This design comes from an exercise in tuning for small area on the open sky130 flow, not from production work. Function was checked by simulation only, so behaviour that the tests miss may differ from the original. Power is estimated from default activity; no workload was simulated.

### flow/design.v
module ddsblk (
    input  wire        clk,
    input  wire        reset,       
    input  wire        req_valid,
    input  wire [31:0] req_freq,    
    input  wire [63:0] req_phase,   
    output wire        ready,
    input  wire        busy,
    output wire        tx_valid,
    output reg  [7:0]  tx_data,
    output reg         tx_eof,
    output wire        bus_wo,      
    output wire [2:0]  cs,
    output wire        dds_rst,
    output wire        dds_sleep,
    output wire        bufsel
);
    localparam [20:0] FDIV = 21'd1171875;         
    localparam [21:0] FADD = 22'd585937;          
    localparam [64:0] PDIV = 65'h1921fb54442d18469;  
    reg        ini;
    reg  [4:0] cnt;
    reg        prg;         
    reg        abuf;        
    reg [26:0] cf;          
    reg [62:0] cp;          
    wire idle = !ini && cnt == 5'd0;
    wire load = idle && req_valid;
    wire same_cur  = req_freq[26:0] == cf && req_phase[62:0] == cp;
    wire same_zero = req_freq[26:0] == 27'd0 && req_phase[62:0] == 63'd0;
    wire noop = prg ? same_cur : same_zero;
    wire [26:0] cf_d = load ? req_freq[26:0] : cf;
    wire [62:0] cp_d = load ? req_phase[62:0] : cp;
    always @(posedge clk) begin
        cf <= cf_d;
        cp <= cp_d;
    end
    always @(posedge clk) begin
        if (reset) begin
            ini  <= 1'b1;
            cnt  <= 5'd0;
            prg  <= 1'b0;
            abuf <= 1'b0;
        end else if (ini) begin
            if (cnt == 5'd24) begin
                ini <= 1'b0;
                cnt <= 5'd0;
            end else begin
                cnt <= cnt + 5'd1;
            end
        end else begin
            if (cnt == 5'd0) begin
                if (req_valid && !noop) cnt <= 5'd1;
            end else if (cnt == 5'd14 || cnt == 5'd15) begin
                cnt <= busy ? 5'd15 : 5'd16;
            end else if (cnt == 5'd24) begin
                cnt  <= 5'd0;
                abuf <= !abuf;
            end else begin
                cnt <= cnt + 5'd1;
            end
            if (cnt == 5'd2) prg <= 1'b1;
        end
    end
    wire cs_hi = ini ? (cnt == 5'd0)
                     : (cnt == 5'd0 || cnt == 5'd1 || cnt == 5'd16 || cnt == 5'd17);
    assign cs       = {3{cs_hi}};
    assign ready    = idle;
    assign bus_wo   = !ini && cnt >= 5'd4 && cnt <= 5'd16;
    assign tx_valid = ini ? (cnt == 5'd2 || cnt == 5'd3 || (cnt >= 5'd5 && cnt <= 5'd18))
                          : (cnt >= 5'd9 && cnt <= 5'd14);
    assign dds_rst  = ini ? ((cnt >= 5'd4 && cnt <= 5'd18) || cnt == 5'd24)
                          : (!prg || (cnt >= 5'd3 && cnt <= 5'd19));
    assign dds_sleep = ini ? (cnt == 5'd24) : !prg;
    assign bufsel   = abuf ^ (!ini && cnt >= 5'd19);
    reg  [64:0] ps;
    reg  [12:0] pq;
    reg         pg;         
    wire [10:0] pe    = cp_d[62:52];
    wire [11:0] pe_k  = {1'b0, pe} + {7'b0, cnt};
    wire        gate  = pe_k >= 12'd1025;
    wire [64:0] ps_in = (pg && !idle) ? ps : {1'b0, 1'b1, cp_d[51:0], 11'd0};
    wire [65:0] pt    = {ps_in, 1'b0};
    wire        pbit  = pt >= {1'b0, PDIV};
    wire [65:0] pdif  = pt - {1'b0, PDIV};
    wire        pnew  = pbit && gate;
    always @(posedge clk) begin
        ps <= pbit ? pdif[64:0] : pt[64:0];
        pq <= {pq[11:0], pnew};
        pg <= gate;
    end
    wire [12:0] q4 = {pq[11:0], pnew};
    wire [3:0]  pw_hi = q4[12:9] + {3'd0, &q4[8:0]};
    wire [7:0]  pw_lo = pq[8:1] + {7'd0, pq[0]};
    reg  [20:0] fr;
    reg  [11:0] fq;
    reg  [3:0]  fbits;
    always @(*) begin
        case (cnt)
            5'd6:    fbits = cf[5:2];
            5'd7:    fbits = {cf[1:0], FADD[21:20]};
            5'd8:    fbits = FADD[19:16];
            5'd9:    fbits = FADD[15:12];
            5'd10:   fbits = FADD[11:8];
            5'd11:   fbits = FADD[7:4];
            default: fbits = FADD[3:0];
        endcase
    end
    reg  [20:0] fr_w;
    reg  [3:0]  fnib;
    reg  [21:0] ft;
    integer i;
    always @(*) begin
        fr_w = (cnt == 5'd6) ? cf[26:6] : fr;
        for (i = 3; i >= 0; i = i - 1) begin
            ft = {fr_w, fbits[i]};
            fnib[i] = ft >= {1'b0, FDIV};
            fr_w = fnib[i] ? (ft - {1'b0, FDIV}) : ft[20:0];
        end
    end
    always @(posedge clk) begin
        fr <= fr_w;
        fq <= {fq[7:0], fnib};
    end
    wire t = !abuf;
    always @(*) begin
        tx_data = 8'h00;
        tx_eof  = 1'b0;
        if (ini) begin
            case (cnt)
                5'd2, 5'd17: tx_data = 8'h23;
                5'd5:        tx_data = 8'h40;
                5'd9:        tx_data = 8'hC0;
                5'd11:       tx_data = 8'h80;
                5'd15:       tx_data = 8'hE0;
                default:     tx_data = 8'h00;
            endcase
            tx_eof = (cnt == 5'd3) || (cnt >= 5'd5 && !cnt[0]);
        end else begin
            case (cnt)
                5'd9:    tx_data = {t, !t, 2'b00, fq[11:8]};
                5'd10:   tx_data = fq[11:4];
                5'd11:   tx_data = fq[7:0];
                5'd12:   tx_data = {fq[3:0], fnib};
                5'd13:   tx_data = {2'b11, t, 1'b0, pw_hi};
                default: tx_data = pw_lo;
            endcase
            tx_eof = !cnt[0];
        end
    end
endmodule
### flow/run.sh
#!/bin/bash
# synth_recipe.tcl (not shown) runs the flow's synth.tcl, then flattens the netlist and writes it again
# the make line also repeats each setting of config.mk as NAME=value (left out here)
make -C /OpenROAD-flow-scripts/flow DESIGN_CONFIG=/design/flow/config.mk WORK_HOME=/design/flow/orfs CLKGATE_MAP_FILE= SYNTH_SCRIPT=/design/flow/synth_recipe.tcl finish
### flow/config.mk
export PLATFORM = sky130hd
export DESIGN_NAME = ddsblk
export DESIGN_NICKNAME = ddsblk
export VERILOG_FILES = /design/flow/design.v
export SDC_FILE = /design/flow/constraint.sdc
export NUM_CORES = 4
export LEC_CHECK = 0
export CAP_MARGIN = 20
export CORE_MARGIN = 2
export CORE_UTILIZATION = 40
export SLEW_MARGIN = 20
### flow/constraint.sdc
create_clock -name core_clock -period 70.0 [get_ports {clk}]
set_input_delay 14.0000 -clock core_clock [delete_from_list [all_inputs] [get_ports {clk}]]
set_output_delay 14.0000 -clock core_clock [all_outputs]
set_load 0.01 [all_outputs]
==> results of run 1 <==
[placed cells by master, fill, tap and decap left out, types with 27 or more instances in the layout]
master,Yosys,routed
edfxtp_1,27,27
clkdlybuf4s50_1,0,111
nand3_1,50,50
nand4_1,30,30
xnor2_1,121,121
o21ai_0,70,70
dfxtp_1,182,182
nor3_1,50,50
mux2_2,42,42
nand2_1,236,236
inv_1,77,76
nor2_1,152,151
a21oi_1,89,89
nor4_1,50,50
mux2i_1,38,38
xor2_1,78,78
[Yosys cell counts, types with 9 or more instances]
master	number	area share (%)
a21oi_1	89	3.1
nand2_1	236	6.1
nor3_1	50	1.7
o31ai_1	15	0.77
nand3_1	50	1.7
o21a_1	11	0.57
clkbuf_1	42	1.1
o22ai_1	20	0.86
inv_1	77	2.0
buf_2	9	0.31
and2_1	16	0.69
o2bb2ai_1	11	0.66
o21ai_1	12	0.41
xnor2_1	121	7.3
buf_1	9	0.23
xor2_1	78	4.7
a21o_1	19	0.98
a22oi_1	11	0.57
mux2i_1	38	2.6
nor4_1	50	2.1
o21ai_0	70	2.4
a221oi_1	15	0.90
dfxtp_1	182	25
nand2b_1	17	0.73
nor2b_1	9	0.39
nand4_1	30	1.3
ha_1	19	1.6
mux2_2	42	3.2
a31oi_1	19	0.82
and3_1	11	0.47
or2_2	13	0.56
a211oi_1	21	1.1
or3_1	16	0.69
o211ai_1	14	0.72
edfxtp_1	27	5.6
nor2_1	152	3.9
[sequential cells by signal, summed over array words and instances, names as in the netlist, 5 cells and up]
register and flops:
cf 27, cnt 5, cp 63, fq 12, fr 21, pq 12, ps 65
[cell families after synthesis]
| group | after synthesis | share of synthesized area (%) |
|---|---|---|
| mux | 84 | 6.23 |
| buf+inv | 158 | 4.77 |
| xor+xnor | 201 | 12.2 |
| compound gates | 429 | 21.0 |
| simple gates | 701 | 23.5 |
| fa+ha+maj | 20 | 1.77 |
| flops | 209 | 30.6 |
[report_power, final]
group	switching, mW	internal [mW]
clock network	0.0531	0.0769
registers	0.0152	0.144
logic	0.469	0.269
[stage by stage]
stage	total power, mW	setup WS, ns	hold slack [ns]
global route	1.09	34.32	0.368
floorplan	0.712	35.97	0.334
global placement	0.872	35.02	0.341
finish	1.03	34.89	0.357
detailed placement	0.872	34.97	0.344
CTS	1.01	34.95	0.359
[metal layers]
metal | routed length (um) | share of wire [%]
met1 | 20800 | 43
met2 | 23100 | 48
met3 | 2550 | 5.2
met4 | 2140 | 4.4
met5 | 0 | 0
[worst max-delay path by stage]
| stage | start | endpoint | depth (start not counted) |
|---|---|---|---|
| final | req_valid | tx_data[1] | 27 |
| after global routing | req_valid | tx_data[1] | 27 |
| after CTS | req_valid | tx_data[1] | 27 |
| after detailed placement | req_valid | tx_data[1] | 27 |
| after global placement | req_valid | tx_data[1] | 27 |
| after floorplan | req_valid | tx_data[1] | 25 |
[worst max-delay path: cells and delay by family]
family	cells	cell delay [ns]
mux	2	0.77
compound gates	7	1.81
buf+inv	6	2.53
simple gates	10	1.41
fa+ha+maj	2	0.50
[area by class of cell]
| type | count | area [um2] | share of cell area (%) |
|---|---|---|---|
| diodes | 1 | 2.50 | 0.0149 |
| multi-input cells | 1435 | 9430 | 56.2 |
| well taps | 461 | 577 | 3.44 |
| clock inverters | 11 | 130 | 0.776 |
| flip-flops and latches | 209 | 4450 | 26.6 |
| repair buffers | 121 | 1190 | 7.07 |
| inverters | 82 | 309 | 1.84 |
| clock buffers | 29 | 682 | 4.07 |
==> flow_metrics.env, run 1 <==
export IMPL_min_to="pq[1]"
export IMPL_post_dp_cell_area_um2=16000
export IMPL_final_area_um2=16800
export IMPL_nFillCells=3502
export IMPL_path_clk_slew_ns=0.06
export IMPL_stdcell_count=2349
export IMPL_grtUsageMet2_pct=43.8
export IMPL_overflow=0
export IMPL_worstReg2RegStart="cnt[0]"
export IMPL_post_cts_buffers=0
export IMPL_p_leak_nw=6.57
export IMPL_r2r_end="fr[3]"
export IMPL_antenna_found_initial=1
export IMPL_async_flop_share_pct=0
export IMPL_clk_latency_ns=0.53
export IMPL_htree_levels=1
export IMPL_hold_viol_final=0
export IMPL_ctsRootBufferMaster="clkbuf_16"
export IMPL_worstSetupPathType="in2out"
export IMPL_rows=69
export IMPL_cp_start_kind="primary input"
export IMPL_cts_hold_buffers_added=0
export IMPL_clock_path_buffers=3
export IMPL_drt_first_pass_iters=5
export IMPL_cts_sinks=209
export IMPL_critPathCaptureType="output pin"
export IMPL_vias=13900
export IMPL_finalCritPeriodShare_pct=50.2
export IMPL_syn_nets=1922
export IMPL_synth_edf_count=27
export IMPL_busiest_layer="met2"
export IMPL_wl_per_cell_um=20.7
export IMPL_setup_tns_final_ns=0
export IMPL_reg2reg_depth=31
export IMPL_grt_max_degree=74
export IMPL_cts_tree="done"
export IMPL_place_gp_congestion=0.927
export IMPL_ios=118
export IMPL_slew_headroom_pct=40.7
export IMPL_grtUsageMet1_pct=32.0
export IMPL_max_slew_worst_pin_slew_ns=0.881
export IMPL_syn_instance_count=1802
export IMPL_status="no timing/DRC/antenna violations"
export IMPL_setup_viol=0
export IMPL_design_core_area_um2=35700
export IMPL_met3_usage_pct=2.45
export IMPL_fmax_ghz=0.0285
export IMPL_grt_pass1_vias=13400
export IMPL_cts_buffers=24
export IMPL_final_layout_size_suffix_gt1_share_pct=8.11
export IMPL_syn_area_um2=14600
export IMPL_ys_seq_area_share_pct=30.6
export IMPL_die_h_um=195
export IMPL_crit_fanout=73
export IMPL_r2r_slack_ns=59.25
export IMPL_worstHoldStart="pq[0]"
export IMPL_fin_nets=1993
export IMPL_skew_ns=0.0135
export IMPL_ys_flop_type="dfxtp_1"
export IMPL_grt_pass1_wl_um=76100
export IMPL_powerDensity_nw_per_um2=61.2
export IMPL_utilization_pct=46.9
export IMPL_finalCriticalPeriod_ns=35.11
export IMPL_initial_core_util_pct=40.7
export IMPL_slew_violations=0
export IMPL_dpl_hpwl_um=38100
export IMPL_yosysUniqueCellTypes=111
export IMPL_cpPeakStageDelay_ns=0.74
export IMPL_die_w_um=195
export IMPL_cap_viol_max_count=0
export IMPL_worst_ep_required_time_ns=56.00
export IMPL_peakVddDrop_v=0.0000584
export IMPL_dp_cells=2308
export IMPL_grtUsageTotal_pct=25.2
export IMPL_first_iter_violations=1126
export IMPL_via_per_inst=5.90
export IMPL_drtAntennaViolNets=0
export IMPL_drc_errors=0
export IMPL_hold_path_class="reg2reg"
export IMPL_syn2layout_area_growth_pct=15.2
export IMPL_ys_ff_latch=209
export IMPL_cp_arrival_ns=21.11
export IMPL_die_area_um2=38000
export IMPL_hold_depth=0
export IMPL_yosysWarnings=1
export IMPL_cp_slowest_cell="buf_4"
export IMPL_port_buffers=111
export IMPL_syn_mean_instance_area_um2=8.08
export IMPL_cts_repair_resized=0
export IMPL_routed_wl_um=48600
export IMPL_rsz0062_at_grt="no"
==> run 2: changes to the inputs <==
--- a/flow/design.v
+++ b/flow/design.v
@@ -83,4 +83,4 @@
     wire [65:0] pt    = {ps_in, 1'b0};
-    wire        pbit  = pt >= {1'b0, PDIV};
-    wire [65:0] pdif  = pt - {1'b0, PDIV};
+    wire [66:0] pdif  = {1'b0, pt} - {2'b0, PDIV};
+    wire        pbit  = !pdif[66];
     wire        pnew  = pbit && gate;
@@ -95,13 +95,16 @@
     reg  [20:0] fr;
-    reg  [11:0] fq;
-    reg  [3:0]  fbits;
+    reg  [17:0] fq;
+    reg  [2:0]  fbits;
     always @(*) begin
         case (cnt)
-            5'd6:    fbits = cf[5:2];
-            5'd7:    fbits = {cf[1:0], FADD[21:20]};
-            5'd8:    fbits = FADD[19:16];
-            5'd9:    fbits = FADD[15:12];
-            5'd10:   fbits = FADD[11:8];
-            5'd11:   fbits = FADD[7:4];
-            default: fbits = FADD[3:0];
+            5'd3:    fbits = cf[7:5];
+            5'd4:    fbits = cf[4:2];
+            5'd5:    fbits = {cf[1:0], FADD[21]};
+            5'd6:    fbits = FADD[20:18];
+            5'd7:    fbits = FADD[17:15];
+            5'd8:    fbits = FADD[14:12];
+            5'd9:    fbits = FADD[11:9];
+            5'd10:   fbits = FADD[8:6];
+            5'd11:   fbits = FADD[5:3];
+            default: fbits = FADD[2:0];
         endcase
@@ -109,11 +112,11 @@
     reg  [20:0] fr_w;
-    reg  [3:0]  fnib;
-    reg  [21:0] ft;
+    reg  [2:0]  fnib;
+    reg  [22:0] ft;
     integer i;
     always @(*) begin
-        fr_w = (cnt == 5'd6) ? cf[26:6] : fr;
-        for (i = 3; i >= 0; i = i - 1) begin
-            ft = {fr_w, fbits[i]};
-            fnib[i] = ft >= {1'b0, FDIV};
-            fr_w = fnib[i] ? (ft - {1'b0, FDIV}) : ft[20:0];
+        fr_w = (cnt == 5'd3) ? {2'b00, cf[26:8]} : fr;
+        for (i = 2; i >= 0; i = i - 1) begin
+            ft = {1'b0, fr_w, fbits[i]} - {2'b0, FDIV};
+            fnib[i] = !ft[22];
+            fr_w = fnib[i] ? ft[20:0] : {fr_w[19:0], fbits[i]};
         end
@@ -122,3 +125,3 @@
         fr <= fr_w;
-        fq <= {fq[7:0], fnib};
+        fq <= {fq[14:0], fnib};
     end
@@ -140,6 +143,6 @@
             case (cnt)
-                5'd9:    tx_data = {t, !t, 2'b00, fq[11:8]};
-                5'd10:   tx_data = fq[11:4];
-                5'd11:   tx_data = fq[7:0];
-                5'd12:   tx_data = {fq[3:0], fnib};
+                5'd9:    tx_data = {t, !t, 2'b00, fq[15:12]};
+                5'd10:   tx_data = fq[14:7];
+                5'd11:   tx_data = fq[9:2];
+                5'd12:   tx_data = {fq[4:0], fnib};
                 5'd13:   tx_data = {2'b11, t, 1'b0, pw_hi};
--- a/flow/config.mk
+++ b/flow/config.mk
@@ -9,3 +9,5 @@
 export CORE_MARGIN = 2
-export CORE_UTILIZATION = 40
+export CORE_UTILIZATION = 60
+export CTS_BUF_LIST = sky130_fd_sc_hd__clkbuf_4
+export CTS_CLUSTER_SIZE = 30
 export SLEW_MARGIN = 20
==> run 2 against run 1 <==
Still clean on timing, DRC and antenna. Sequential power is 5% lower. Fmax is 1.0% higher. Final cell count is 16% lower. Via count is 11% lower. Clock skew is 0.046 ns higher. Count of clock-buffer cells in the layout is 58 higher. Die area is 39% lower. First-iteration DRC count is 17% lower. Critical path depth is 7 lower. Register-to-register slack better by 1.5 ns. Routed wire length is 18% lower. Critical path type unchanged. Highest routed layer is now met5.
==> flow_metrics.env, run 2 <==
export IMPL_status="no timing/DRC/antenna violations"
export IMPL_synth_top_area_share_pct=28.2
export IMPL_nFillCells=1787
export IMPL_syn_nets=1654
export IMPL_yosysUniqueCellTypes=98
export IMPL_hold_path_class="reg2reg"
export IMPL_max_slew_worst_pin_slew_ns=1.04
export IMPL_design_core_area_um2=21700
export IMPL_layout_common_cells="186 x dfxtp_1, 128 x nor2_1, 127 x nand2_1"
export IMPL_fin_ws_ns=35.25
export IMPL_syn_area_um2=13200
export IMPL_hold_viol_final=0
export IMPL_slew_headroom_pct=30.0
export IMPL_drtAntennaViolNets=0
export IMPL_syn_instance_count=1535
export IMPL_yosysMostFrequentCell="dfxtp_1"
export IMPL_dp_cells=1879
export IMPL_ys_ff_latch=213
export IMPL_slew_violations=0
export IMPL_fmax_ghz=0.0288
export IMPL_routed_wl_um=39700
export IMPL_cts_sinks=213
export IMPL_stdcell_count=1982
export IMPL_yosys_area_top_type="dfxtp_1"
export IMPL_die_area_um2=23200
export IMPL_final_layout_size_suffix_gt1_share_pct=12.5
export IMPL_antenna_found_initial=1
export IMPL_syn2layout_area_growth_pct=15.7
export IMPL_rows=54
export IMPL_rsz0062_at_grt="no"
export IMPL_critPathCaptureType="output pin"
export IMPL_cts_hold_buffers_added=0
export IMPL_reg_top3="ps x65, cp x63, cf x27"
export IMPL_ios=118
export IMPL_path_clk_slew_ns=0.07
export IMPL_finalPower_mw=0.582
export IMPL_layout_commonest_cell="dfxtp_1"
export IMPL_initial_core_util_pct=60.8
export IMPL_skew_ns=0.0591
export IMPL_crit_fanout=70
export IMPL_port_buffers=111
export IMPL_clock_path_buffers=3
export IMPL_grt_pass1_wl_um=61800
export IMPL_worstSetupPathType="in2out"
export IMPL_dpl_hpwl_um=30300
export IMPL_drc_errors=0
export IMPL_synthTopCellsByCount="186 x dfxtp_1, 128 x nor2_1, 127 x nand2_1, 101 x xnor2_1, 80 x inv_1"
export IMPL_grt_max_degree=71
export IMPL_drt_first_pass_iters=6
export IMPL_die_h_um=152
export IMPL_cp_start_kind="primary input"
export IMPL_clk_latency_ns=0.74
export IMPL_overflow=0
export IMPL_ff_latch_area_um2=4530
export IMPL_synth_area_leaders="dfxtp_1 28%, xnor2_1 6.7%, edfxtp_1 6.1%"
export IMPL_yosysWarnings=1
export IMPL_async_flop_share_pct=0
export IMPL_die_w_um=152
export IMPL_peakVddDrop_v=0.0000402
export IMPL_worst_ep_required_time_ns=56.00
export IMPL_grtUsageTotal_pct=33.1
export IMPL_largest_reg_flops=65
export IMPL_cts_tree="done"
export IMPL_cts_buffers=58
export IMPL_multi_input_area_um2=8080
export IMPL_synth_edf_count=27
export IMPL_powerDensity_nw_per_um2=38.2
export IMPL_cts_repair_resized=0
export IMPL_via_per_inst=6.23
export IMPL_place_gp_congestion=0.947
export IMPL_vias=12300
export IMPL_grt_pass1_vias=11900
export IMPL_setup_tns_final_ns=0
export IMPL_htree_levels=2
export IMPL_first_iter_violations=934
export IMPL_ys_seq_area_share_pct=34.4
export IMPL_p_leak_nw=6.15
export IMPL_fin_nets=1778
export IMPL_wl_per_cell_um=20.1
export IMPL_finalCritPeriodShare_pct=49.6
export IMPL_pre_cts_ws_ns=35.28
export IMPL_syn_mean_instance_area_um2=8.59
export IMPL_post_cts_buffers=0
export IMPL_ys_flop_type="dfxtp_1"
export IMPL_finalCriticalPeriod_ns=34.75
export IMPL_ctsRootBufferMaster="clkbuf_4"
export IMPL_cap_viol_max_count=0
export IMPL_cp_arrival_ns=20.75
export IMPL_setup_viol=0
export IMPL_largest_register="ps"
[run 2: routing by layer]
metal	vias up	GRT usage [%]	wire, um
li1	5888	-	-
met1	5749	40.5	15800
met2	563	54.5	18300
met3	147	7.17	3270
met4	2	18.4	2270
met5	-	0	37
[run 2: logic make-up after synthesis]
kind of cell	share of synthesized area [%]
DFF	34.4
xor gates and xnor gates	11.6
and+or+nand+nor	19.8
buffers and inverters	4.65
muxes	8.31
AOI/OAI and AO/OA	19.3
adders and majority gates	1.86
[run 2: through the flow]
stage / hold WS, ns / cell area (um2) / util, %
floorplan: 0.330 / 13200 / -
global placement: 0.335 / 14500 / 66.9
global route: 0.353 / 15300 / 70.3
CTS: 0.342 / 15300 / 70.3
detailed placement: 0.339 / 14500 / 66.9
finish: 0.340 / 15300 / 70.3
[run 2: worst paths after layout]
path / startpoint / end / slack [ns] / depth (start not counted)
min: fq[5] / fq[8] / 0.34 / 0
min reg2reg: fq[5] / fq[8] / 0.34 / 0
max reg2reg: cnt[1] / fr[16] / 60.76 / 28
max: req_valid / tx_data[1] / 35.25 / 20
[run 2: worst max-delay path, stage by stage]
cell	delay, ns
clkdlybuf4s50_1	0.65
nand3_4	0.13
buf_4	0.66
mux2_2	0.44
mux2_2	0.32
nor3_1	0.59
nand3_1	0.17
or4_1	0.53
or4_1	0.44
o21a_1	0.21
inv_2	0.47
and2_1	0.28
nor2b_1	0.15
ha_1	0.18
ha_1	0.24
mux2i_1	0.14
nor2_1	0.05
a2111oi_0	0.39
a21oi_1	0.13
clkdlybuf4s50_1	0.50
[run 2: report_power, final]
| part | leakage [nW] | internal, mW | switching [mW] |
|---|---|---|---|
| logic | 3.95 | 0.123 | 0.193 |
| registers | 1.75 | 0.141 | 0.0109 |
| clock network | 0.444 | 0.0603 | 0.0542 |
[run 2: final cells by class]
type,count,share of cell area [%]
diodes,1,0.0164
inverters,88,2.17
clock buffers,87,4.28
repair buffers,124,7.92
multi-input cells,1174,53.0
flip-flops and latches,213,29.7
well taps,280,2.30
clock inverters,15,0.631
==> run 3: changes to the inputs <==
--- a/flow/config.mk
+++ b/flow/config.mk
@@ -10,4 +10,3 @@
 export CORE_UTILIZATION = 60
-export CTS_BUF_LIST = sky130_fd_sc_hd__clkbuf_4
-export CTS_CLUSTER_SIZE = 30
+export CTS_BUF_LIST = sky130_fd_sc_hd__clkbuf_8
 export SLEW_MARGIN = 20
==> run 3 against run 2 <==
Combinational power is essentially flat. Sequential power is essentially flat. Largest cell class unchanged. Via count shrank 1.7%. Critical path depth is the same. Clock power is essentially flat. Final cell count shrank 1.9%. Total power shrank 0.15%. Global-route usage grew 0.15 points. Highest routed layer is now met4. Still clean on timing, DRC and antenna. Worst setup slack lost 0.038 ns. Sequential share of layout area is essentially flat. Sequential cell count is the same.
==> flow_metrics.env, run 3 <==
export IMPL_cp_top_family="simple AND/OR/NAND/NOR gates"
export IMPL_ys_seq_area_share_pct=34.4
export IMPL_rsz0062_at_grt="no"
export IMPL_yosys_area_top_type="dfxtp_1"
export IMPL_initial_core_util_pct=60.8
export IMPL_synth_fa_ha_area_share_pct=1.86
export IMPL_skew_ns=0.0193
export IMPL_final_layout_size_suffix_gt1_share_pct=10.3
export IMPL_worst_ep_required_time_ns=56.00
export IMPL_rows=54
export IMPL_syn_area_um2=13200
export IMPL_cpPeakStageDelay_ns=0.66
export IMPL_worstReg2RegStart="cnt[1]"
export IMPL_grt_max_degree=71
export IMPL_utilization_pct=70.2
export IMPL_grt_pass1_wl_um=62100
export IMPL_syn_mean_instance_area_um2=8.59
export IMPL_fmax_ghz=0.0287
export IMPL_peakVddDrop_v=0.0000405
export IMPL_setup_tns_final_ns=0
export IMPL_synth_compound_area_share_pct=19.3
export IMPL_largest_reg_flops=65
export IMPL_overflow=0
export IMPL_port_buffers=111
export IMPL_ys_ff_latch=213
export IMPL_routed_wl_um=39700
export IMPL_cts_sinks=213
export IMPL_yosysWarnings=1
export IMPL_max_slew_worst_pin_slew_ns=1.05
export IMPL_drtAntennaViolNets=0
export IMPL_clock_path_buffers=3
export IMPL_slew_headroom_pct=29.4
export IMPL_grt_pass1_vias=11700
export IMPL_hold_depth=0
export IMPL_yosysUniqueCellTypes=98
export IMPL_path_clk_slew_ns=0.06
export IMPL_worstHoldStart="fq[11]"
export IMPL_finalCritPeriodShare_pct=49.7
export IMPL_synth_mux_area_share_pct=8.31
export IMPL_die_area_um2=23200
export IMPL_dp_cells=1879
export IMPL_fin_nets=1759
export IMPL_r2r_slack_ns=60.80
export IMPL_fin_ws_ns=35.21
export IMPL_design_core_area_um2=21700
export IMPL_synthTopCellsByCount="186 x dfxtp_1, 128 x nor2_1, 127 x nand2_1, 101 x xnor2_1, 80 x inv_1"
export IMPL_wl_per_cell_um=20.4
export IMPL_cp_arrival_ns=20.79
export IMPL_pre_cts_ws_ns=35.28
export IMPL_worstSetupPathType="in2out"
export IMPL_crit_buf_inv=4
export IMPL_synth_edf_count=27
export IMPL_hold_viol_final=0
export IMPL_synth_xor_area_share_pct=11.6
export IMPL_via_per_inst=6.24
export IMPL_status="no timing/DRC/antenna violations"
export IMPL_ctsRootBufferMaster="clkbuf_8"
export IMPL_cap_viol_max_count=0
export IMPL_drt_first_pass_iters=9
export IMPL_reg_top3="ps x65, cp x63, cf x27"
export IMPL_cp_slowest_cell="buf_4"
export IMPL_htree_levels=2
export IMPL_die_h_um=152
export IMPL_largest_register="ps"
export IMPL_grtUsageTotal_pct=33.3
export IMPL_place_gp_congestion=0.947
export IMPL_antenna_cells=0
export IMPL_async_flop_share_pct=0
export IMPL_critPathCaptureType="output pin"
export IMPL_syn2layout_area_growth_pct=15.5
export IMPL_finalPower_mw=0.581
export IMPL_post_cts_buffers=0
export IMPL_stdcell_count=1944
export IMPL_path_cells="clkdlybuf4s50_1, nand3_4, buf_4, mux2_2, mux2_2, nor3_1, nand3_1, or4_1, or4_1, o21a_1, inv_2, and2_1, nor2b_1, ha_1, ha_1, mux2i_1, nor2_1, a2111oi_0, a21oi_1, clkdlybuf4s50_1"
export IMPL_hold_path_class="reg2reg"
export IMPL_p_leak_nw=6.12
export IMPL_drc_errors=0
export IMPL_cts_repair_resized=0
export IMPL_synth_simple_area_share_pct=19.8
export IMPL_cts_buffers=39
export IMPL_cts_tree="done"
export IMPL_syn_instance_count=1535
export IMPL_first_iter_violations=1022
export IMPL_slew_violations=0
export IMPL_synth_top_area_share_pct=28.2
export IMPL_crit_fanout=70
export IMPL_nFillCells=1745
export IMPL_cts_hold_buffers_added=0
export IMPL_dpl_hpwl_um=30300
export IMPL_setup_viol=0
export IMPL_yosysMostFrequentCell="dfxtp_1"
export IMPL_cp_start_kind="primary input"
export IMPL_ios=118
export IMPL_reg2reg_depth=28
export IMPL_vias=12100
export IMPL_finalCriticalPeriod_ns=34.79
export IMPL_synth_area_leaders="dfxtp_1 28%, xnor2_1 6.7%, edfxtp_1 6.1%"
export IMPL_antenna_found_initial=0
export IMPL_clk_latency_ns=0.57
export IMPL_die_w_um=152
export IMPL_ys_flop_type="dfxtp_1"
export IMPL_r2r_end="fr[16]"
export IMPL_powerDensity_nw_per_um2=38.2
export IMPL_layout_common_cells="186 x dfxtp_1, 128 x nor2_1, 127 x nand2_1"
export IMPL_layout_commonest_cell="dfxtp_1"
export IMPL_min_to="fq[14]"
export IMPL_synth_top_family_by_area="simple AND/OR/NAND/NOR gates"
export IMPL_syn_nets=1654
run 3: cell types whose count changed in the layout (fill, tap and decap cells not counted), sizes merged:
cell	previous run	this run
clkbuf	87	43
clkinv	16	9
clkinvlp	1	2
diode	1	0
inv	85	98
run 3: logic make-up (layout without fill, tap and decap cells):
family | Yosys count | count (layout)
AO/OA/AOI/OAI | 364 | 364
adder cells (fa/ha/maj) | 19 | 19
flip-flops | 213 | 213
AND/OR/NAND/NOR | 515 | 515
XOR/XNOR | 175 | 175
multiplexers | 101 | 101
buffers and inverters | 148 | 277
run 3: power by group:
part | switching, mW | internal (mW)
registers | 0.0110 | 0.141
logic | 0.193 | 0.123
clock network | 0.0532 | 0.0602
total | 0.258 | 0.324
run 3: through the flow:
step	hold slack (ns)	area, um2
floorplan	0.330	13200
finish	0.353	15200
CTS	0.351	15200
global route	0.354	15200
global placement	0.335	14500
detailed placement	0.339	14500
run 3: per-layer routing:
metal	share of wire (%)	GRT usage (%)	vias to the layer above
li1	-	-	5821
met1	41	42.2	5727
met2	47	55.9	475
met3	6.6	5.03	113
met4	4.6	15.6	0
met5	0	0	-
run 3: final cells by class:
type,count,area (um2),share of cell area [%]
clock buffers,43,592,3.88
clock inverters,22,138,0.903
multi-input cells,1174,8080,53.0
inverters,88,330,2.17
flip-flops and latches,213,4530,29.8
repair buffers,124,1210,7.93
well taps,280,350,2.30
run 3: how the worst max path moves through the flow:
stage / start / end / cells after the start
after global routing: req_valid / tx_data[1] / 20
after CTS: req_valid / tx_data[1] / 20
after global placement: req_valid / tx_data[2] / 22
after floorplan: req_valid / tx_data[2] / 26
after detailed placement: req_valid / tx_data[1] / 20
final: req_valid / tx_data[1] / 20
run 3: worst register-to-register path: cells and delay by family (launching register included):
kind	cells	cell delay, ns
compound gates	9	2.77
simple gates	6	2.36
fa+ha+maj	4	1.45
buf+inv	5	0.99
flops	1	0.65
xor+xnor	3	0.48
mux	1	0.38
==> run 4: changes to the inputs <==
==> flow/flow/run.sh (new file) <==
#!/bin/bash
# Own layout flow: the standard flow (standard.sh), with
#  - synthesis: the standard flow's script, but logic mapped by an area-oriented ABC script
#    (no buffering or upsizing) and no full-adder extraction;
#  - port buffers of buf_1 instead of the default buffer;
#  - CTS without dummy loads, with clkbuf_8 buffers.
set -euo pipefail
W=$(pwd)
F=$W/flow
{ head -n 1 "$W/synth_recipe.tcl"; cat "$F/abc_override.tcl"; tail -n +2 "$W/synth_recipe.tcl"; } > "$W/own_synth.tcl"
export OWN_ABC_SCRIPT="$F/abc_area.script"
export OWN_ABC_D=$(awk -v p="$FLOW_PERIOD_NS" 'BEGIN { printf "%d", p * 1000 }')
bash "$W/standard.sh" \
  SYNTH_SCRIPT="$W/own_synth.tcl" \
  ADDER_MAP_FILE= \
  "BUFFER_PORTS_ARGS=-buffer_cell sky130_fd_sc_hd__buf_1" \
  "CTS_ARGS=-sink_clustering_enable -repair_clock_nets -dont_use_dummy_load -buf_list sky130_fd_sc_hd__clkbuf_8 -sink_clustering_size 16 -sink_clustering_max_diameter 80" \
  finish > "$W/flow.log" 2>&1
==> flow/flow/abc_area.script (new file) <==
strash
&get -n
&fraig -x
&put
dc2
strash
&get -n
&dch -f
&nf -R 1000 {D}
&put
==> flow/flow/abc_override.tcl (new file) <==
# Map logic with an area-oriented ABC script and the real clock period (in ps) as
# the delay target; register mapping and everything else stay the standard flow's.
proc abc {args} {
  set i [lsearch -exact $args -script]
  if {$i >= 0} { set args [lreplace $args $i [expr {$i + 1}]] }
  set j [lsearch -exact $args -D]
  if {$j >= 0} { set args [lreplace $args $j [expr {$j + 1}]] }
  yosys abc -script $::env(OWN_ABC_SCRIPT) -D $::env(OWN_ABC_D) {*}$args
}
==> flow/standard.sh (new file) <==
#!/bin/bash
# synth_recipe.tcl (not shown) runs the flow's synth.tcl, then flattens the netlist and writes it again
# the make line also repeats each setting of config.mk as NAME=value (left out here)
make -C /OpenROAD-flow-scripts/flow DESIGN_CONFIG=/design/flow/config.mk WORK_HOME=/design/flow/orfs CLKGATE_MAP_FILE= SYNTH_SCRIPT=/design/flow/synth_recipe.tcl "${@:-finish}"
--- a/flow/config.mk
+++ b/flow/config.mk
@@ -9,4 +9,3 @@
 export CORE_MARGIN = 2
-export CORE_UTILIZATION = 60
-export CTS_BUF_LIST = sky130_fd_sc_hd__clkbuf_8
+export CORE_UTILIZATION = 40
 export SLEW_MARGIN = 20
removed: flow/run.sh
==> run 4 against run 3 <==
Routed wire length fell by 22%. Register-to-register slack got worse by 0.59 ns. Worst setup slack improved by 0.63 ns. Final cell count fell by 8.8%. Sequential power fell by 4%. First-iteration DRC count fell by 31%. Synthesized area fell by 17%. Total power fell by 35%. Core utilization fell by 25 points. Non-clock buffer count fell by 4.
==> flow_metrics.env, run 4 <==
export IMPL_async_flop_share_pct=0
export IMPL_place_gp_congestion=0.899
export IMPL_critPathCaptureType="output pin"
export IMPL_fmax_ghz=0.0293
export IMPL_worst_ep_required_time_ns=56.00
export IMPL_reg_top3="ps x65, cp x63, cf x27"
export IMPL_die_w_um=170
export IMPL_die_h_um=170
export IMPL_crit_fanout=34
export IMPL_cts_sinks=213
export IMPL_syn_area_um2=11000
export IMPL_routed_wl_um=31000
export IMPL_clk_latency_ns=0.51
export IMPL_drt_first_pass_iters=6
export IMPL_p_int_mw=0.228
export IMPL_crit_path_frequent_cell="and2_0"
export IMPL_cp_top_family="simple AND/OR/NAND/NOR gates"
export IMPL_antenna_cells=0
export IMPL_skew_ns=0.0383
export IMPL_cp_slowest_cell="or4_1"
export IMPL_ys_ff_latch=213
export IMPL_largest_reg_flops=65
export IMPL_yosysMostFrequentCell="dfxtp_1"
export IMPL_grt_pass1_vias=8965
export IMPL_power_frac_seq_pct=38.7
export IMPL_via_per_inst=5.49
export IMPL_htree_levels=1
export IMPL_finalCritPeriodShare_pct=48.8
export IMPL_hold_viol_final=0
export IMPL_ios=118
export IMPL_cap_viol_max_count=0
export IMPL_setup_viol=0
export IMPL_status="no timing/DRC/antenna violations"
export IMPL_cts_hold_buffers_added=0
export IMPL_drtAntennaViolNets=0
export IMPL_initial_core_util_pct=40.7
export IMPL_fin_nets=1534
export IMPL_slew_violations=0
export IMPL_yosysUniqueCellTypes=60
export IMPL_syn_mean_instance_area_um2=8.45
export IMPL_synth_area_leaders="dfxtp_1 34%, edfxtp_1 7.4%, nand2_1 5.9%"
export IMPL_syn_instance_count=1298
export IMPL_dpl_hpwl_um=23900
export IMPL_port_buffers=111
export IMPL_design_core_area_um2=27000
export IMPL_cp_arrival_ns=20.16
export IMPL_ctsRootBufferMaster="clkbuf_8"
export IMPL_layout_common_cells="186 x dfxtp_1, 171 x nand2_1, 121 x nor2_1"
export IMPL_ys_flop_type="dfxtp_1"
export IMPL_ys_seq_area_share_pct=41.4
export IMPL_syn2layout_area_growth_pct=10.4
export IMPL_rsz0062_at_grt="no"
export IMPL_powerDensity_nw_per_um2=31.2
export IMPL_peakVddDrop_v=0.0000178
export IMPL_setup_tns_final_ns=0
export IMPL_utilization_pct=44.9
export IMPL_finalCriticalPeriod_ns=34.16
export IMPL_antenna_found_initial=0
export IMPL_cts_tree="done"
export IMPL_worstSetupPathType="in2out"
export IMPL_overflow=0
export IMPL_switching_share_pct=39.8
export IMPL_syn_nets=1398
export IMPL_clock_path_buffers=3
export IMPL_synth_edf_count=27
export IMPL_cpPeakStageDelay_ns=0.50
export IMPL_switching_power_mw=0.150
export IMPL_die_area_um2=28800
export IMPL_post_cts_buffers=0
export IMPL_layout_commonest_cell="dfxtp_1"
export IMPL_yosysWarnings=1
export IMPL_largest_register="ps"
export IMPL_nFillCells=2718
export IMPL_hold_path_class="reg2reg"
export IMPL_grtUsageTotal_pct=21.2
export IMPL_synth_top_area_share_pct=34.0
export IMPL_drc_errors=0
export IMPL_grt_max_degree=72
export IMPL_grt_pass1_wl_um=48200
export IMPL_slew_headroom_pct=29.5
export IMPL_crit_buf_inv=5
export IMPL_p_leak_nw=4.48
export IMPL_cts_repair_resized=0
export IMPL_cp_start_kind="primary input"
export IMPL_first_iter_violations=704
export IMPL_combPwrFrac_pct=45.1
export IMPL_yosys_area_top_type="dfxtp_1"
export IMPL_wl_per_cell_um=17.5
export IMPL_max_slew_worst_pin_slew_ns=1.05
export IMPL_vias=9741
export IMPL_path_clk_slew_ns=0.10
export IMPL_cts_buffers=17
export IMPL_rows=60
export IMPL_synthTopCellsByCount="186 x dfxtp_1, 171 x nand2_1, 121 x nor2_1, 95 x clkinv_1, 92 x o21ai_0"
export IMPL_hold_ws_ns=0.356
export IMPL_p_clk_share_pct=16.3
export IMPL_final_layout_size_suffix_gt1_share_pct=2.03
run 4: worst paths after layout:
kind | slack [ns] | from | end | depth (start not counted)
worst max-delay path | 35.84 | req_valid | tx_data[3] | 27
worst min-delay path | 0.36 | fq[5] | fq[8] | 0
worst max register to register | 60.21 | cnt[2] | fr[8] | 45
worst min register to register | 0.36 | fq[5] | fq[8] | 0
run 4: power by group through the flow:
| stage | sequential (mW) | combinational, mW | clock [mW] |
|---|---|---|---|
| after floorplan | 0.147 | 0.131 | 0 |
| after global placement | 0.149 | 0.165 | 0 |
| after detailed placement | 0.149 | 0.168 | 0 |
| after CTS | 0.146 | 0.169 | 0.0645 |
| after global routing | 0.147 | 0.190 | 0.0683 |
| final | 0.146 | 0.170 | 0.0615 |
run 4: cells by family after synthesis:
group	count (synthesis)	share of synthesized area, %
buf+inv	98	3.46
simple gates	494	21.2
fa+ha+maj	1	0.0913
xor+xnor	115	9.19
mux	83	8.02
flops	213	41.4
compound gates	294	16.7
run 4: layout make-up:
cell class	count	area, um2	area share (%)
multi-input combinational	987	6070	50.2
tap	341	427	3.52
clock buffer	17	234	1.93
inverter	95	357	2.94
timing repair buffer	120	484	4.00
sequential	213	4530	37.4
run 4: routing by layer:
metal,global-route usage [%],vias to the layer above,wire length (um)
met3,2.36,46,1450
met5,0,-,0
met4,6.17,0,842
met2,35.6,238,14300
li1,-,4903,-
met1,28.9,4554,14400
run 4: per-stage QoR:
step | setup WS, ns | instances | power, mW | instance area (um2)
after global placement | 35.82 | 1756 | 0.314 | 11900
after global routing | 35.31 | 1773 | 0.405 | 12100
after detailed placement | 35.81 | 1756 | 0.317 | 11900
after CTS | 35.78 | 1773 | 0.380 | 12100
final | 35.84 | 1773 | 0.378 | 12100
after floorplan | 32.26 | 1298 | 0.277 | 11000
==> run 5: changes to the inputs <==
==> flow/flow/abc_area.script (replaced) <==
strash
&get -n
&fraig -x
&put
dc2
dc2
strash
dch -f
amap -F 4 -A 10
topo
--- a/flow/config.mk
+++ b/flow/config.mk
@@ -9,3 +9,3 @@
 export CORE_MARGIN = 2
-export CORE_UTILIZATION = 40
+export CORE_UTILIZATION = 65
 export SLEW_MARGIN = 20
==> run 5 against run 4 <==
Largest cell class unchanged. Synthesized area decreased by 4.3%. Still clean. First-iteration DRC count increased by 63%. Sequential share of layout area increased by 2.1 points. Largest power group unchanged. Critical endpoint is now tx_data[0]. Routed wire length about the same. Combinational power increased by 16%. Highest routed layer unchanged. Count of clock-buffer cells in the layout unchanged. Non-clock buffer count unchanged.
==> flow_metrics.env, run 5 <==
export IMPL_status="no timing/DRC/antenna violations"
export IMPL_wl_per_cell_um=17.9
export IMPL_grtUsageTotal_pct=35.3
export IMPL_p_clk_share_pct=14.2
export IMPL_yosysMostFrequentCell="nor2_1"
export IMPL_p_int_mw=0.249
export IMPL_syn_area_um2=10500
export IMPL_slew_violations=0
export IMPL_worst_ep_required_time_ns=56.00
export IMPL_place_gp_congestion=1.01
export IMPL_utilization_pct=72.5
export IMPL_clock_path_buffers=3
export IMPL_post_dp_cell_area_um2=11200
export IMPL_combPwrFrac_pct=46.1
export IMPL_yosysUniqueCellTypes=48
export IMPL_async_flop_share_pct=0
export IMPL_syn_instance_count=1385
export IMPL_first_iter_violations=1151
export IMPL_pre_cts_ws_ns=36.42
export IMPL_reg2reg_depth=52
export IMPL_largest_reg_flops=65
export IMPL_ios=118
export IMPL_power_frac_seq_pct=39.7
export IMPL_cp_arrival_ns=19.67
export IMPL_syn_nets=1485
export IMPL_p_leak_nw=3.95
export IMPL_initial_core_util_pct=66.3
export IMPL_grtUsageMet1_pct=43.8
export IMPL_syn_mean_instance_area_um2=7.57
export IMPL_peakVddDrop_v=0.0000313
export IMPL_dp_cells=1718
export IMPL_worstSetupPathType="in2out"
export IMPL_hold_ws_ns=0.358
export IMPL_cp_start_kind="primary input"
export IMPL_ctsRootBufferMaster="clkbuf_8"
export IMPL_reg_top3="ps x65, cp x63, cf x27"
export IMPL_crit_fanout=71
export IMPL_max_slew_worst_pin_slew_ns=1.23
export IMPL_layout_common_cells="232 x nor2_1, 205 x clkinv_1, 186 x dfxtp_1"
export IMPL_cts_buffers=17
export IMPL_rsz0062_at_grt="no"
export IMPL_post_cts_buffers=0
export IMPL_min_to="fq[3]"
export IMPL_final_area_um2=11500
export IMPL_antenna_cells=0
export IMPL_cts_repair_resized=0
export IMPL_synthTopCellsByCount="232 x nor2_1, 206 x clkinv_1, 186 x dfxtp_1, 148 x o22ai_1, 115 x nand2_1"
export IMPL_cap_viol_max_count=0
export IMPL_ys_seq_area_share_pct=43.2
export IMPL_dpl_hpwl_um=23700
export IMPL_met3_usage_pct=5.70
export IMPL_ys_flop_type="dfxtp_1"
export IMPL_ys_ff_latch=213
export IMPL_cts_sinks=213
export IMPL_switching_power_mw=0.179
export IMPL_slew_headroom_pct=16.1
export IMPL_worstHoldStart="fq[0]"
export IMPL_stdcell_count=1735
export IMPL_cts_tree="done"
export IMPL_fmax_ghz=0.0297
export IMPL_skew_ns=0.0351
export IMPL_layout_commonest_cell="nor2_1"
export IMPL_rows=46
export IMPL_drtAntennaViolNets=0
export IMPL_setup_viol=0
export IMPL_hold_depth=0
export IMPL_die_h_um=131
export IMPL_fin_nets=1621
export IMPL_switching_share_pct=41.9
export IMPL_hold_path_class="reg2reg"
export IMPL_antenna_found_initial=1
export IMPL_yosysWarnings=1
export IMPL_routed_wl_um=31000
export IMPL_critPathCaptureType="output pin"
export IMPL_drc_errors=0
export IMPL_fin_ws_ns=36.33
export IMPL_die_area_um2=17200
export IMPL_finalCriticalPeriod_ns=33.67
export IMPL_worstReg2RegStart="cnt[1]"
export IMPL_r2r_end="fr[16]"
export IMPL_finalPower_mw=0.428
export IMPL_die_w_um=131
export IMPL_hold_viol_final=0
export IMPL_synth_top_area_share_pct=35.5
export IMPL_syn2layout_area_growth_pct=9.42
export IMPL_yosys_area_top_type="dfxtp_1"
export IMPL_largest_register="ps"
export IMPL_final_layout_size_suffix_gt1_share_pct=1.97
export IMPL_port_buffers=111
export IMPL_finalCritPeriodShare_pct=48.1
export IMPL_overflow=0
export IMPL_htree_levels=1
export IMPL_grt_pass1_wl_um=47800
export IMPL_grtUsageMet2_pct=58.9
export IMPL_drt_first_pass_iters=6
export IMPL_via_per_inst=6.29
export IMPL_grt_pass1_vias=9768
export IMPL_path_clk_slew_ns=0.10
export IMPL_synth_area_leaders="dfxtp_1 35%, o22ai_1 8.8%, nor2_1 8.3%"
export IMPL_busiest_layer="met2"
export IMPL_powerDensity_nw_per_um2=37.3
export IMPL_grt_max_degree=72
export IMPL_cts_hold_buffers_added=0
export IMPL_design_core_area_um2=15800
export IMPL_vias=10900
export IMPL_synth_edf_count=27
export IMPL_r2r_slack_ns=59.00
export IMPL_setup_tns_final_ns=0
export IMPL_clk_latency_ns=0.53
-- run 5: cell count changes after synthesis, moves of 39 or more --
cell / change
nor2_1: +111
clkinv_1: +111
xor2_1: -62
mux2_1: -39
xnor2_1: -51
nand2_1: -56
mux2i_1: -44
o22ai_1: +129
-- run 5: cell families (layout without fill, tap and decap cells) --
family          Yosys count  in the layout  synth area share [%]
simple gates            497            497                  20.8
flops                   213            213                  43.2
compound gates          464            464                  28.3
buf+inv                 209            343                  7.59
xor+xnor                  2              2                 0.167
-- run 5: critical path, stage by stage --
cell	delay, ns
buf_1	0.19
nand2_2	0.07
buf_4	0.37
inv_2	0.10
buf_4	0.38
buf_4	0.55
o22ai_1	0.26
o22ai_1	0.27
nand3_1	0.13
clkinv_1	0.08
nor3_1	0.08
nor3b_1	0.38
nor3_1	0.13
nor2_1	0.13
nor3_1	0.08
nor3_1	0.34
nor2_1	0.18
nor2_1	0.33
clkinv_1	0.18
a21oi_4	0.20
nor2_1	0.12
nand2_1	0.10
nor2_1	0.06
a2111oi_0	0.45
a2111oi_0	0.12
o21ai_0	0.18
buf_1	0.18
-- run 5: routing by layer --
| metal | vias to the layer above | wire length (um) |
|---|---|---|
| li1 | 5311 | - |
| met1 | 4990 | 12400 |
| met2 | 497 | 14400 |
| met3 | 120 | 2480 |
| met4 | 0 | 1740 |
| met5 | - | 0 |
-- run 5: worst max-delay path by stage --
| stage | cells past startpoint | slack (ns) | to | startpoint |
|---|---|---|---|---|
| after floorplan | 23 | 34.05 | tx_data[2] | req_valid |
| after global placement | 27 | 36.45 | tx_data[0] | req_valid |
| after detailed placement | 30 | 36.42 | tx_data[2] | req_valid |
| after CTS | 30 | 36.42 | tx_data[2] | req_valid |
| after global routing | 30 | 35.75 | tx_data[2] | req_valid |
| final | 27 | 36.33 | tx_data[0] | req_valid |
-- run 5: layout make-up --
class	instances	area [um2]
clock buffers	17	234
well taps	216	270
inverters	206	773
multi-input cells	963	5180
flip-flops and latches	213	4530
fillers	1350	4350
repair buffers	120	484
-- run 5: power groups by stage --
stage | Clock, mW | Sequential (mW) | Combinational (mW)
after CTS | 0.0616 | 0.170 | 0.194
final | 0.0610 | 0.170 | 0.197
after floorplan | 0 | 0.169 | 0.151
after detailed placement | 0 | 0.173 | 0.193
after global routing | 0.0656 | 0.173 | 0.224
after global placement | 0 | 0.171 | 0.188
==> run 6: changes to the inputs <==
--- a/flow/flow/run.sh
+++ b/flow/flow/run.sh
@@ -16,3 +16,3 @@
   "BUFFER_PORTS_ARGS=-buffer_cell sky130_fd_sc_hd__buf_1" \
-  "CTS_ARGS=-sink_clustering_enable -repair_clock_nets -dont_use_dummy_load -buf_list sky130_fd_sc_hd__clkbuf_8 -sink_clustering_size 16 -sink_clustering_max_diameter 80" \
+  "CTS_ARGS=-sink_clustering_enable -repair_clock_nets -dont_use_dummy_load -buf_list sky130_fd_sc_hd__clkbuf_16 -sink_clustering_size 30 -sink_clustering_max_diameter 150" \
   finish > "$W/flow.log" 2>&1
==> flow/flow/abc_area.script (replaced) <==
strash
&get -n
&fraig -x
&put
dc2
strash
&get -n
&dch -f
&nf -R 1000 {D}
&put
--- a/flow/config.mk
+++ b/flow/config.mk
@@ -9,3 +9,3 @@
 export CORE_MARGIN = 2
-export CORE_UTILIZATION = 65
+export CORE_UTILIZATION = 40
 export SLEW_MARGIN = 20
==> run 6 against run 5 <==
Still clean on timing, DRC and antenna. Critical path depth did not move. First-iteration DRC count fell by 36%. Combinational power fell by 14%. Register-to-register slack improved by 1.2 ns. Die area rose by 67%. Sequential power fell by 14%. Hold slack barely moved. Critical path type unchanged. Critical endpoint is now tx_data[3]. Largest cell class unchanged.
==> flow_metrics.env, run 6 <==
export IMPL_finalPower_mw=0.384
export IMPL_rsz0062_at_grt="no"
export IMPL_reg_top3="ps x65, cp x63, cf x27"
export IMPL_cts_tree="done"
export IMPL_reg2reg_depth=45
export IMPL_switching_share_pct=39.0
export IMPL_wl_per_cell_um=17.4
export IMPL_synth_area_leaders="dfxtp_1 34%, edfxtp_1 7.4%, nand2_1 5.9%"
export IMPL_cts_sinks=213
export IMPL_min_to="fq[8]"
export IMPL_cp_slowest_cell="or4_1"
export IMPL_combPwrFrac_pct=44.2
export IMPL_grt_max_degree=72
export IMPL_first_iter_violations=733
export IMPL_syn_nets=1398
export IMPL_vias=9700
export IMPL_r2r_slack_ns=60.24
export IMPL_peakVddDrop_v=0.0000173
export IMPL_busiest_layer="met2"
export IMPL_synth_edf_count=27
export IMPL_die_area_um2=28800
export IMPL_pre_cts_ws_ns=35.81
export IMPL_p_int_mw=0.234
export IMPL_setup_viol=0
export IMPL_ios=118
export IMPL_finalCritPeriodShare_pct=48.8
export IMPL_p_leak_nw=4.50
export IMPL_max_slew_worst_pin_slew_ns=0.996
export IMPL_crit_fanout=34
export IMPL_rows=60
export IMPL_status="no timing/DRC/antenna violations"
export IMPL_syn_area_um2=11000
export IMPL_place_gp_congestion=0.899
export IMPL_worstSetupPathType="in2out"
export IMPL_ys_flop_type="dfxtp_1"
export IMPL_finalCriticalPeriod_ns=34.17
export IMPL_overflow=0
export IMPL_grt_pass1_wl_um=47900
export IMPL_power_frac_seq_pct=38.1
export IMPL_ctsRootBufferMaster="clkbuf_16"
export IMPL_cp_arrival_ns=20.17
export IMPL_yosys_area_top_type="dfxtp_1"
export IMPL_hold_depth=0
export IMPL_syn_instance_count=1298
export IMPL_dpl_hpwl_um=23900
export IMPL_crit_path_frequent_cell="and2_0"
export IMPL_critPathCaptureType="output pin"
export IMPL_layout_common_cells="186 x dfxtp_1, 171 x nand2_1, 121 x nor2_1"
export IMPL_r2r_end="fr[8]"
export IMPL_drc_errors=0
export IMPL_hold_viol_final=0
export IMPL_powerDensity_nw_per_um2=31.6
export IMPL_slew_headroom_pct=33.1
export IMPL_synthTopCellsByCount="186 x dfxtp_1, 171 x nand2_1, 121 x nor2_1, 95 x clkinv_1, 92 x o21ai_0"
export IMPL_async_flop_share_pct=0
export IMPL_cts_hold_buffers_added=0
export IMPL_largest_reg_flops=65
export IMPL_cpPeakStageDelay_ns=0.50
export IMPL_worst_ep_required_time_ns=56.00
export IMPL_port_buffers=111
export IMPL_fin_ws_ns=35.83
export IMPL_cp_start_kind="primary input"
export IMPL_antenna_found_initial=0
export IMPL_synth_top_area_share_pct=34.0
export IMPL_grtUsageTotal_pct=21.1
export IMPL_clk_latency_ns=0.49
export IMPL_syn2layout_area_growth_pct=10.8
export IMPL_via_per_inst=5.49
export IMPL_cap_viol_max_count=0
export IMPL_die_h_um=170
export IMPL_cts_repair_resized=0
export IMPL_fmax_ghz=0.0293
export IMPL_worstHoldStart="fq[5]"
export IMPL_fin_nets=1528
export IMPL_grt_pass1_vias=8872
export IMPL_utilization_pct=45.1
export IMPL_yosysUniqueCellTypes=60
export IMPL_p_clk_share_pct=17.8
export IMPL_ys_ff_latch=213
export IMPL_switching_power_mw=0.150
export IMPL_hold_ws_ns=0.357
export IMPL_die_w_um=170
export IMPL_yosysMostFrequentCell="dfxtp_1"
export IMPL_grtUsageMet1_pct=29.1
export IMPL_post_cts_buffers=0
export IMPL_htree_levels=1
export IMPL_yosysWarnings=1
export IMPL_hold_path_class="reg2reg"
export IMPL_layout_commonest_cell="dfxtp_1"
export IMPL_cts_buffers=11
export IMPL_met3_usage_pct=1.98
export IMPL_ys_seq_area_share_pct=41.4
export IMPL_grtUsageMet2_pct=35.5
export IMPL_skew_ns=0.0916
export IMPL_slew_violations=0
export IMPL_final_layout_size_suffix_gt1_share_pct=1.61
export IMPL_routed_wl_um=30800
export IMPL_design_core_area_um2=27000
export IMPL_drtAntennaViolNets=0
export IMPL_initial_core_util_pct=40.7
export IMPL_antenna_cells=0
export IMPL_setup_tns_final_ns=0
export IMPL_drt_first_pass_iters=5
export IMPL_syn_mean_instance_area_um2=8.45
export IMPL_worstReg2RegStart="cnt[2]"
export IMPL_clock_path_buffers=3
export IMPL_path_clk_slew_ns=0.11
export IMPL_largest_register="ps"
[run 6: through the flow]
step | cells | instance area [um2]
after floorplan | 1298 | 11000
after global placement | 1756 | 11900
after detailed placement | 1756 | 11900
after CTS | 1767 | 12200
after global routing | 1767 | 12200
final | 1767 | 12200
[run 6: final cells by class]
type	instances	area [um2]
inverters	95	357
fillers	2710	14800
multi-input cells	987	6070
repair buffers	120	484
flip-flops and latches	213	4530
well taps	341	427
clock buffers	11	275
[run 6: how the worst max path moves through the flow]
stage | to | from
floorplan | tx_data[3] | req_valid
global placement | tx_data[3] | req_valid
detailed placement | tx_data[3] | req_valid
CTS | tx_data[3] | req_valid
global route | tx_data[3] | req_valid
finish | tx_data[3] | req_valid
[run 6: critical path: cells and delay by family]
kind,cells,cell delay [ns]
XOR/XNOR,1,0.12
AND/OR/NAND/NOR,17,4.39
buffers and inverters,5,0.90
AO/OA/AOI/OAI,3,0.46
multiplexers,1,0.27
[run 6: kinds of logic (layout without fill, tap and decap cells)]
group                    Yosys count  count (layout)  share of synthesized area, %
adder cells (fa/ha/maj)            1               1                        0.0913
multiplexers                      83              83                          8.02
AND/OR/NAND/NOR                  494             494                          21.2
AO/OA/AOI/OAI                    294             294                          16.7
buffers and inverters             98             226                          3.46
XOR/XNOR                         115             115                          9.19
flip-flops                       213             213                          41.4
[run 6: power by group through the flow]
stage,Clock (mW),Combinational (mW),Sequential [mW]
final,0.0682,0.170,0.146
after floorplan,0,0.131,0.147
after detailed placement,0,0.168,0.149
after global routing,0.0739,0.190,0.147
after global placement,0,0.165,0.149
after CTS,0.0702,0.169,0.146
[run 6: routing by layer]
metal  vias to the layer above  wire length (um)
met2                       261             14200
met5                         -                 0
met1                      4510             14200
li1                       4891                 -
met4                         0               775
met3                        38              1590
==> run 7: changes to the inputs <==
--- a/flow/flow/run.sh
+++ b/flow/flow/run.sh
@@ -16,3 +16,3 @@
   "BUFFER_PORTS_ARGS=-buffer_cell sky130_fd_sc_hd__buf_1" \
-  "CTS_ARGS=-sink_clustering_enable -repair_clock_nets -dont_use_dummy_load -buf_list sky130_fd_sc_hd__clkbuf_16 -sink_clustering_size 30 -sink_clustering_max_diameter 150" \
+  "CTS_ARGS=-sink_clustering_enable -repair_clock_nets -dont_use_dummy_load -buf_list sky130_fd_sc_hd__clkbuf_8" \
   finish > "$W/flow.log" 2>&1
==> run 7 against run 6 <==
Still clean. Via count grew 1.4%. Routed wire length grew 1.5%. Register-to-register slack lost 0.08 ns. Cell area grew 2.0%. Fmax is essentially flat. Synthesized cell count is the same. Hold slack lost 0.010 ns. Critical endpoint unchanged. Largest power group unchanged.
==> flow_metrics.env, run 7 <==
export IMPL_cpPeakStageDelay_ns=0.50
export IMPL_ys_flop_type="dfxtp_1"
export IMPL_critPathCaptureType="output pin"
export IMPL_rsz0062_at_grt="no"
export IMPL_skew_ns=0.0660
export IMPL_initial_core_util_pct=40.7
export IMPL_htree_levels=2
export IMPL_cp_slowest_cell="or4_1"
export IMPL_antenna_cells=0
export IMPL_crit_cells=27
export IMPL_cts_buffers=38
export IMPL_setup_tns_final_ns=0
export IMPL_syn_instance_count=1298
export IMPL_clock_path_buffers=3
export IMPL_layout_commonest_cell="dfxtp_1"
export IMPL_yosysWarnings=1
export IMPL_utilization_pct=46.0
export IMPL_first_iter_violations=687
export IMPL_powerDensity_nw_per_um2=33.1
export IMPL_peakVddDrop_v=0.0000205
export IMPL_grt_pass1_vias=9150
export IMPL_layout_common_cells="186 x dfxtp_1, 171 x nand2_1, 121 x nor2_1"
export IMPL_reg2reg_depth=45
export IMPL_clk_latency_ns=0.54
export IMPL_drt_first_pass_iters=5
export IMPL_ctsRootBufferMaster="clkbuf_8"
export IMPL_worstHoldStart="fq[5]"
export IMPL_vias=9832
export IMPL_crit_path_frequent_cell="and2_0"
export IMPL_largest_reg_flops=65
export IMPL_max_slew_worst_pin_slew_ns=0.982
export IMPL_via_per_inst=5.48
export IMPL_syn2layout_area_growth_pct=13.1
export IMPL_r2r_end="fr[8]"
export IMPL_synth_top_area_share_pct=34.0
export IMPL_overflow=0
export IMPL_antenna_found_initial=0
export IMPL_port_buffers=111
export IMPL_post_cts_buffers=0
export IMPL_routed_wl_um=31300
export IMPL_cts_sinks=213
export IMPL_design_core_area_um2=27000
export IMPL_rows=60
export IMPL_crit_fanout=34
export IMPL_die_h_um=170
export IMPL_wl_per_cell_um=17.4
export IMPL_crit_buf_inv=5
export IMPL_drc_errors=0
export IMPL_cp_start_kind="primary input"
export IMPL_finalCriticalPeriod_ns=34.18
export IMPL_cts_repair_resized=0
export IMPL_grtUsageTotal_pct=21.5
export IMPL_ys_ff_latch=213
export IMPL_slew_violations=0
export IMPL_final_layout_size_suffix_gt1_share_pct=3.44
export IMPL_ys_seq_area_share_pct=41.4
export IMPL_die_area_um2=28800
export IMPL_drtAntennaViolNets=0
export IMPL_worstSetupPathType="in2out"
export IMPL_cts_tree="done"
export IMPL_syn_nets=1398
export IMPL_r2r_slack_ns=60.16
export IMPL_die_w_um=170
export IMPL_synth_edf_count=27
export IMPL_min_to="fq[8]"
export IMPL_worst_ep_required_time_ns=56.00
export IMPL_status="no timing/DRC/antenna violations"
export IMPL_p_leak_nw=4.63
export IMPL_setup_viol=0
export IMPL_slew_headroom_pct=34.0
export IMPL_ios=118
export IMPL_reg_top3="ps x65, cp x63, cf x27"
export IMPL_path_clk_slew_ns=0.05
export IMPL_hold_path_class="reg2reg"
export IMPL_worstReg2RegStart="cnt[2]"
export IMPL_largest_register="ps"
export IMPL_cts_hold_buffers_added=0
export IMPL_yosys_area_top_type="dfxtp_1"
export IMPL_cp_top_family="simple AND/OR/NAND/NOR gates"
export IMPL_place_gp_congestion=0.899
export IMPL_fin_nets=1555
export IMPL_dpl_hpwl_um=23900
export IMPL_syn_area_um2=11000
export IMPL_synthTopCellsByCount="186 x dfxtp_1, 171 x nand2_1, 121 x nor2_1, 95 x clkinv_1, 92 x o21ai_0"
export IMPL_cp_arrival_ns=20.18
export IMPL_grt_pass1_wl_um=48600
export IMPL_syn_mean_instance_area_um2=8.45
export IMPL_fmax_ghz=0.0293
export IMPL_hold_depth=0
export IMPL_finalCritPeriodShare_pct=48.8
export IMPL_hold_viol_final=0
export IMPL_synth_area_leaders="dfxtp_1 34%, edfxtp_1 7.4%, nand2_1 5.9%"
export IMPL_grt_max_degree=72
export IMPL_cap_viol_max_count=0
export IMPL_async_flop_share_pct=0
export IMPL_yosysUniqueCellTypes=60
export IMPL_yosysMostFrequentCell="dfxtp_1"
## run 7: cell types whose count changed in the layout (fill, tap and decap cells not counted)
cell	change
clkbuf_16	-11
clkbuf_8	+38
## run 7: per-layer routing
| metal | track usage, % | part of all wire (%) | wire length (um) |
|---|---|---|---|
| met5 | 0 | 0 | 0 |
| met3 | 3.19 | 5.4 | 1700 |
| met4 | 7.21 | 2.8 | 890 |
| met2 | 35.7 | 46 | 14400 |
| met1 | 28.8 | 46 | 14300 |
## run 7: area by class of cell
| cell class | instances | area, um2 |
|---|---|---|
| clock buffers | 38 | 523 |
| fillers | 2702 | 14600 |
| flip-flops and latches | 213 | 4530 |
| inverters | 95 | 357 |
| repair buffers | 120 | 484 |
| multi-input cells | 987 | 6070 |
| well taps | 341 | 427 |
## run 7: logic make-up (layout without fill, tap and decap cells)
kind of cell	after synthesis	after routing	synth area share (%)
AO/OA/AOI/OAI	294	294	16.7
XOR/XNOR	115	115	9.19
adder cells (fa/ha/maj)	1	1	0.0913
buffers and inverters	98	253	3.46
flip-flops	213	213	41.4
multiplexers	83	83	8.02
AND/OR/NAND/NOR	494	494	21.2
## run 7: power by group
part / internal, mW / switching (mW)
clock: 0.0478 / 0.0460
sequential: 0.141 / 0.00587
combinational: 0.0654 / 0.105
total: 0.254 / 0.157
## run 7: metrics by stage
step	power, mW	std cells	area, um2	setup WS [ns]	hold slack [ns]
after detailed placement	0.317	1756	11900	35.81	0.337
final	0.410	1794	12400	35.82	0.347
after global placement	0.314	1756	11900	35.82	0.336
after CTS	0.412	1794	12400	35.79	0.348
after floorplan	0.277	1298	11000	32.26	0.331
after global routing	0.439	1794	12400	35.30	0.357
## run 7: worst max-delay path by stage
stage                     startpoint         end  slack, ns
after floorplan            req_valid  tx_data[3]      32.26
after global placement     req_valid  tx_data[3]      35.82
after detailed placement   req_valid  tx_data[3]      35.81
after CTS                  req_valid  tx_data[3]      35.79
after global routing       req_valid  tx_data[3]      35.30
final                      req_valid  tx_data[3]      35.82
## run 7: worst reg2reg max path, delay by kind of cell, from the launching register on
| family | cells | cell delay [ns] |
|---|---|---|
| AO/OA/AOI/OAI | 11 | 2.66 |
| XOR/XNOR | 2 | 0.48 |
| buffers and inverters | 6 | 1.65 |
| flip-flops | 1 | 0.70 |
| AND/OR/NAND/NOR | 26 | 4.21 |

[separate check: timing with driven ports]
No port has a modelled driver above. Below, the same layouts with a new extraction and two added sets of constraints.
Step 1, drivers: a clkbuf_16 drives clk and a buf_2 each remaining input, both assumed.
Step 2 adds t to the input delays and takes it off the output delays; t is the mean of the earliest and latest rising clock arrival at the registers after step 1. Input paths then give back, and output paths get back, about the clock's delay inside the block.
a / b / c = ideal / step 1 / step 2; a / b = the first two.
run	shift t [ns]	setup WS [ns]	worst data-port slew with drivers (ns)
run 1	0.573	34.895 / 34.832 / 34.832	0.10
run 2	0.762	35.250 / 35.227 / 35.227	0.04
run 3	0.602	35.212 / 35.189 / 35.189	0.04
run 4	0.543	35.843 / 35.814 / 35.814	0.07
run 5	0.552	36.331 / 36.310 / 36.310	0.06
run 6	0.493	35.827 / 35.801 / 35.801	0.07
run 7	0.551	35.817 / 35.788 / 35.788	0.07
After both steps setup and hold are still met in every run listed. The setup slack of run 1, which loses most, moves by -0.063 ns with the drivers and by -0.063 ns with both steps.
